Background: an optimization exercise with open tools, aiming at small area. Do not read the settings as production practice. The RTL was checked by simulation tests, not by an equivalence proof against the original design. The flow treats the clock pin as an ideal source. Dropping or thinning the clock tree relies on that and would not hold on a real chip. Power figures rest on the tool's default switching activity, not on a simulated workload.

==> run a: inputs <==
## camctl
module camctl (
    input  wire        clk,
    input  wire        rst,
    input  wire        cmd_valid,
    output wire        cmd_ready,
    input  wire [2:0]  cmd_op,
    input  wire [7:0]  cmd_addr,
    input  wire [7:0]  cmd_val,
    output wire        rsp_valid,
    output wire [1:0]  rsp_status,
    output wire [7:0]  rsp_code,
    output wire [7:0]  rsp_data,
    output wire        tr_req,
    output wire        tr_we,
    output wire [7:0]  tr_addr,
    output wire [7:0]  tr_wdata,
    input  wire        tr_done,
    input  wire        tr_fail,
    input  wire [7:0]  tr_rdata,
    output wire        log_valid,
    output wire [1:0]  log_kind,
    output wire [7:0]  log_data,
    input  wire        s_valid,
    input  wire [7:0]  s_data,
    input  wire        s_last,
    input  wire        s_restart,
    input  wire        cfg_varlen,
    input  wire [23:0] cfg_expected,
    output wire        q_valid,
    output wire [1:0]  q_outcome,
    output wire        q_close,
    output wire [11:0] q_len
);
Settings: LEC_CHECK=0, CAP_MARGIN=20, CORE_MARGIN=2, CORE_UTILIZATION=65, SLEW_MARGIN=20; clock period 6.0 ns.
standard.sh (not shown) runs the stock make flow with config.mk's settings and CLKGATE_MAP_FILE= SYNTH_SCRIPT=/design/flow/synth_recipe.tcl, a recipe that flattens the netlist after the stock synthesis.
==> flow/flow/run.sh <==
#!/bin/bash
# Standard ORFS layout with three changes:
#  - after the standard synthesis, its combinational logic is re-mapped for
#    area by flow/resyn.tcl (registers untouched);
#  - ports get buf_1 buffers;
#  - the clock tree is two levels of buffers built by flow/cts_hook.tcl.
# Each tool's output goes to a log file in this folder.
set -euo pipefail
here=$(pwd)
lib=$FLOW_HOME/platforms/sky130hd/lib/sky130_fd_sc_hd__tt_025C_1v80.lib
res=$here/orfs/results/sky130hd/camctl/base

bash standard.sh synth > synth.log 2>&1

cp $res/1_2_yosys.v $here/std_synth.v
export RESYN_IN=$here/std_synth.v
export RESYN_OUT=$here/resyn.v
export RESYN_LIB=$lib
export RESYN_ABC=$here/flow/resyn.abc
export RESYN_DONT_USE="$(grep -o 'cell *( *"\?sky130_fd_sc_hd__\(lpflow\|probe\)[a-z0-9_]*' $lib | grep -o 'sky130_fd_sc_hd__[a-z0-9_]*' | sort -u | tr '\n' ' ')"
yosys -c $here/flow/resyn.tcl > resyn.log 2>&1
cp $here/resyn.v $res/1_2_yosys.v
rm -f $res/1_synth.odb $res/1_synth.sdc

export BUFFER_PORTS_ARGS="-buffer_cell sky130_fd_sc_hd__buf_1"
export PRE_CTS_TCL="$here/flow/cts_hook.tcl"
export MY_CTS_LEAVES=${MY_CTS_LEAVES:-8}
export MY_CTS_LEAF=${MY_CTS_LEAF:-sky130_fd_sc_hd__clkbuf_8}
export MY_CTS_ROOT=${MY_CTS_ROOT:-sky130_fd_sc_hd__clkbuf_4}
bash standard.sh > layout.log 2>&1
==> flow/flow/resyn.abc <==
strash
&get -n
&deepsyn -T 10 -S 1
&put
dch -f
&get -n
&nf
&put
==> flow/flow/resyn.tcl <==
# Yosys script (yosys -c): re-map the combinational logic of the standard
# synthesis netlist for area. Flip-flops and tie cells stay as they are, with
# their instance names, so the registers match the standard synthesis.
# Environment: RESYN_IN, RESYN_OUT (netlists), RESYN_LIB (liberty),
# RESYN_ABC (abc script), RESYN_DONT_USE (cells abc must not use).
yosys read_liberty -ignore_miss_func $::env(RESYN_LIB)
yosys read_verilog $::env(RESYN_IN)
yosys hierarchy -top camctl
yosys setattr -mod -set keep_hierarchy 1 sky130_fd_sc_hd__*df* sky130_fd_sc_hd__*dl* sky130_fd_sc_hd__conb_1
yosys flatten
yosys opt_clean -purge
set dont_use {}
foreach c $::env(RESYN_DONT_USE) { lappend dont_use -dont_use $c }
yosys abc -liberty $::env(RESYN_LIB) {*}$dont_use -script $::env(RESYN_ABC)
yosys opt_clean -purge
yosys read_liberty -lib -overwrite -ignore_miss_func $::env(RESYN_LIB)
yosys hilomap -singleton -hicell sky130_fd_sc_hd__conb_1 HI -locell sky130_fd_sc_hd__conb_1 LO
yosys insbuf -buf sky130_fd_sc_hd__buf_4 A X
yosys select camctl
yosys stat -liberty $::env(RESYN_LIB)
yosys check -assert
yosys write_verilog -noattr -nohex -nodec -selected $::env(RESYN_OUT)
Other scripts of this flow, unchanged in this note and not shown: flow/flow/cts_hook.tcl
==> run b (differences from run a) <==
==> flow/flow/run.sh (replaced) <==
#!/bin/bash
# Standard ORFS layout with three changes:
#  - after the standard synthesis, its combinational logic is re-mapped for
#    area by flow/resyn.tcl (registers untouched), with each flow/resyn_*.abc
#    script; the smallest netlist whose pre-layout setup slack is at least
#    0.6 ns is laid out (the standard netlist if none is);
#  - ports get buf_1 buffers;
#  - the clock tree is two levels of buffers built by flow/cts_hook.tcl.
# Each tool's output goes to a log file in this folder.
set -euo pipefail
here=$(pwd)
platform=$FLOW_HOME/platforms/sky130hd
lib=$platform/lib/sky130_fd_sc_hd__tt_025C_1v80.lib
res=$here/orfs/results/sky130hd/camctl/base

bash standard.sh synth > synth.log 2>&1

cp $res/1_2_yosys.v $here/std_synth.v
dont_use="$(grep -o 'cell *( *"\?sky130_fd_sc_hd__\(lpflow\|probe\)[a-z0-9_]*' $lib | grep -o 'sky130_fd_sc_hd__[a-z0-9_]*' | sort -u | tr '\n' ' ')"
for abc in $here/flow/resyn_*.abc; do
    c=$(basename $abc .abc)
    (
        RESYN_IN=$here/std_synth.v RESYN_OUT=$here/$c.v RESYN_LIB=$lib RESYN_ABC=$abc \
        RESYN_DONT_USE="$dont_use" yosys -c $here/flow/resyn.tcl > $c.log 2>&1 || true
    ) &
done
wait
best=$here/std_synth.v
best_area=
for abc in $here/flow/resyn_*.abc; do
    c=$(basename $abc .abc)
    [[ -s $here/$c.v ]] || continue
    area=$(grep "Chip area for module '\\\\camctl'" $c.log | tail -1 | awk '{print $NF}')
    STA_NETLIST=$here/$c.v STA_PLATFORM=$platform STA_SDC=$here/constraint.sdc \
        openroad -no_init -exit $here/flow/sta.tcl > $c.sta.log 2>&1 || true
    slack=$(grep '^slack' $c.sta.log | awk '{print $2}')
    echo "$c area $area slack $slack" >> choice.log
    [[ -n "$area" && -n "$slack" ]] || continue
    if awk -v s=$slack 'BEGIN { exit !(s >= 0.6) }' &&
       { [[ -z "$best_area" ]] || awk -v a=$area -v b=$best_area 'BEGIN { exit !(a < b) }'; }; then
        best=$here/$c.v
        best_area=$area
    fi
done
echo "chosen $best" >> choice.log
cp $best $res/1_2_yosys.v
rm -f $res/1_synth.odb $res/1_synth.sdc

export BUFFER_PORTS_ARGS="-buffer_cell sky130_fd_sc_hd__buf_1"
export PRE_CTS_TCL="$here/flow/cts_hook.tcl"
export MY_CTS_LEAVES=${MY_CTS_LEAVES:-8}
export MY_CTS_LEAF=${MY_CTS_LEAF:-sky130_fd_sc_hd__clkbuf_8}
export MY_CTS_ROOT=${MY_CTS_ROOT:-sky130_fd_sc_hd__clkbuf_4}
bash standard.sh > layout.log 2>&1
--- a/flow/flow/resyn.tcl
+++ b/flow/flow/resyn.tcl
@@ -16,5 +16,5 @@
 yosys read_liberty -lib -overwrite -ignore_miss_func $::env(RESYN_LIB)
 yosys hilomap -singleton -hicell sky130_fd_sc_hd__conb_1 HI -locell sky130_fd_sc_hd__conb_1 LO
-yosys insbuf -buf sky130_fd_sc_hd__buf_4 A X
+yosys insbuf -buf sky130_fd_sc_hd__buf_1 A X
 yosys select camctl
 yosys stat -liberty $::env(RESYN_LIB)
==> flow/flow/resyn_amap.abc (new file) <==
strash
&get -n
&deepsyn -T 10 -S 1
&put
dch -f
amap
==> flow/flow/resyn_amap2.abc (new file) <==
strash
&get -n
&deepsyn -T 10 -S 2
&put
dch -f
amap
==> flow/flow/resyn_nfr.abc (new file) <==
strash
&get -n
&deepsyn -T 10 -S 1
&put
dch -f
&get -n
&nf -R 1000
&put
==> flow/flow/sta.tcl (new file) <==
# Pre-layout setup slack of a netlist (no wires, ideal clock), to choose
# among re-mapped netlists. Environment: STA_NETLIST, STA_PLATFORM (the
# platform folder), STA_SDC.
set p $::env(STA_PLATFORM)
read_lef $p/lef/sky130_fd_sc_hd.tlef
read_lef $p/lef/sky130_fd_sc_hd_merged.lef
read_liberty $p/lib/sky130_fd_sc_hd__tt_025C_1v80.lib
read_verilog $::env(STA_NETLIST)
link_design camctl
read_sdc $::env(STA_SDC)
puts "slack [sta::format_time [sta::worst_slack_cmd max] 3]"
removed: flow/flow/resyn.abc
==> comparison table <==
| item | run b | run a |
|---|---|---|
| Result of the run | no timing/DRC/antenna violations | no timing/DRC/antenna violations |
| Clk pwr share | 13.7% | 16.5% |
| Grt met2 use | 54.7% | 52.9% |
| Int Pwr | 1.61 mW | 1.43 mW |
| Slowest-stage cell, CP | dfxtp_1 | a2111oi_0 |
| Overall die width | 101 um | 101 um |
| First-pass GRT wire length | 25400 um | 24900 um |
| Die Outline Area | 10100 um2 | 10200 um2 |
| Post-synthesis cell count | 671 | 621 |
| P&R area growth vs syn | 12.8% | 12.4% |
| Critical path start-end classification | flop to flop | input port to primary output |
| Worst Clk Skew | 0.0185 ns | 0.0223 ns |
| Critical path capture point type | flop | primary output |
| Critical path launch point type | flop | input port |
| Non-filler cells, final | 923 | 874 |
| Area taken by multi-input logic gates | 2270 um2 | 2560 um2 |
| Least-Margin Pin Slew | 0.976 ns | 0.879 ns |
| Power dissipated in sequential cells | 1.30 mW | 1.20 mW |
| Reported net switching power | 1.06 mW | 0.811 mW |
| Inverter count of the layout excluding clock inverters | 111 | 44 |
| Met2 Wirelength | 7930 um | 8020 um |
| Final worst path period share | 85.6% | 74.7% |
| Filler Cell Count | 673 | 662 |
No run of this note takes its clock network from TritonCTS; it comes from the design's own scripts or RTL.

==> separate check: timing with driven ports <==
The results above use ideal ports. As a check the final layouts listed here were re-extracted and re-timed, cells and wires unchanged.
Step 1, drivers: a clkbuf_16 drives clk and a buf_2 each remaining input, both assumed.
Step 2 moves the port delays by t, midway between the first and last clock arrival at a register: inputs arrive t later, outputs are due t later. That takes back most of the time a late clock gives input paths.
Three values: ideal, step 1, step 2; two values: the first two.
run	t (ns)	slack for setup (ns)	worst setup path at the end	worst register clock-pin slew, ns
run a	0.508	1.519 / 1.498 / 1.498	input to output	0.11 / 0.11
run b	0.508	0.862 / 0.860 / 0.419	input to register	0.10 / 0.10
After both steps setup and hold are still met in every run listed. The setup slack of run b, which loses most, moves by -0.002 ns with the drivers and by -0.443 ns with both steps.
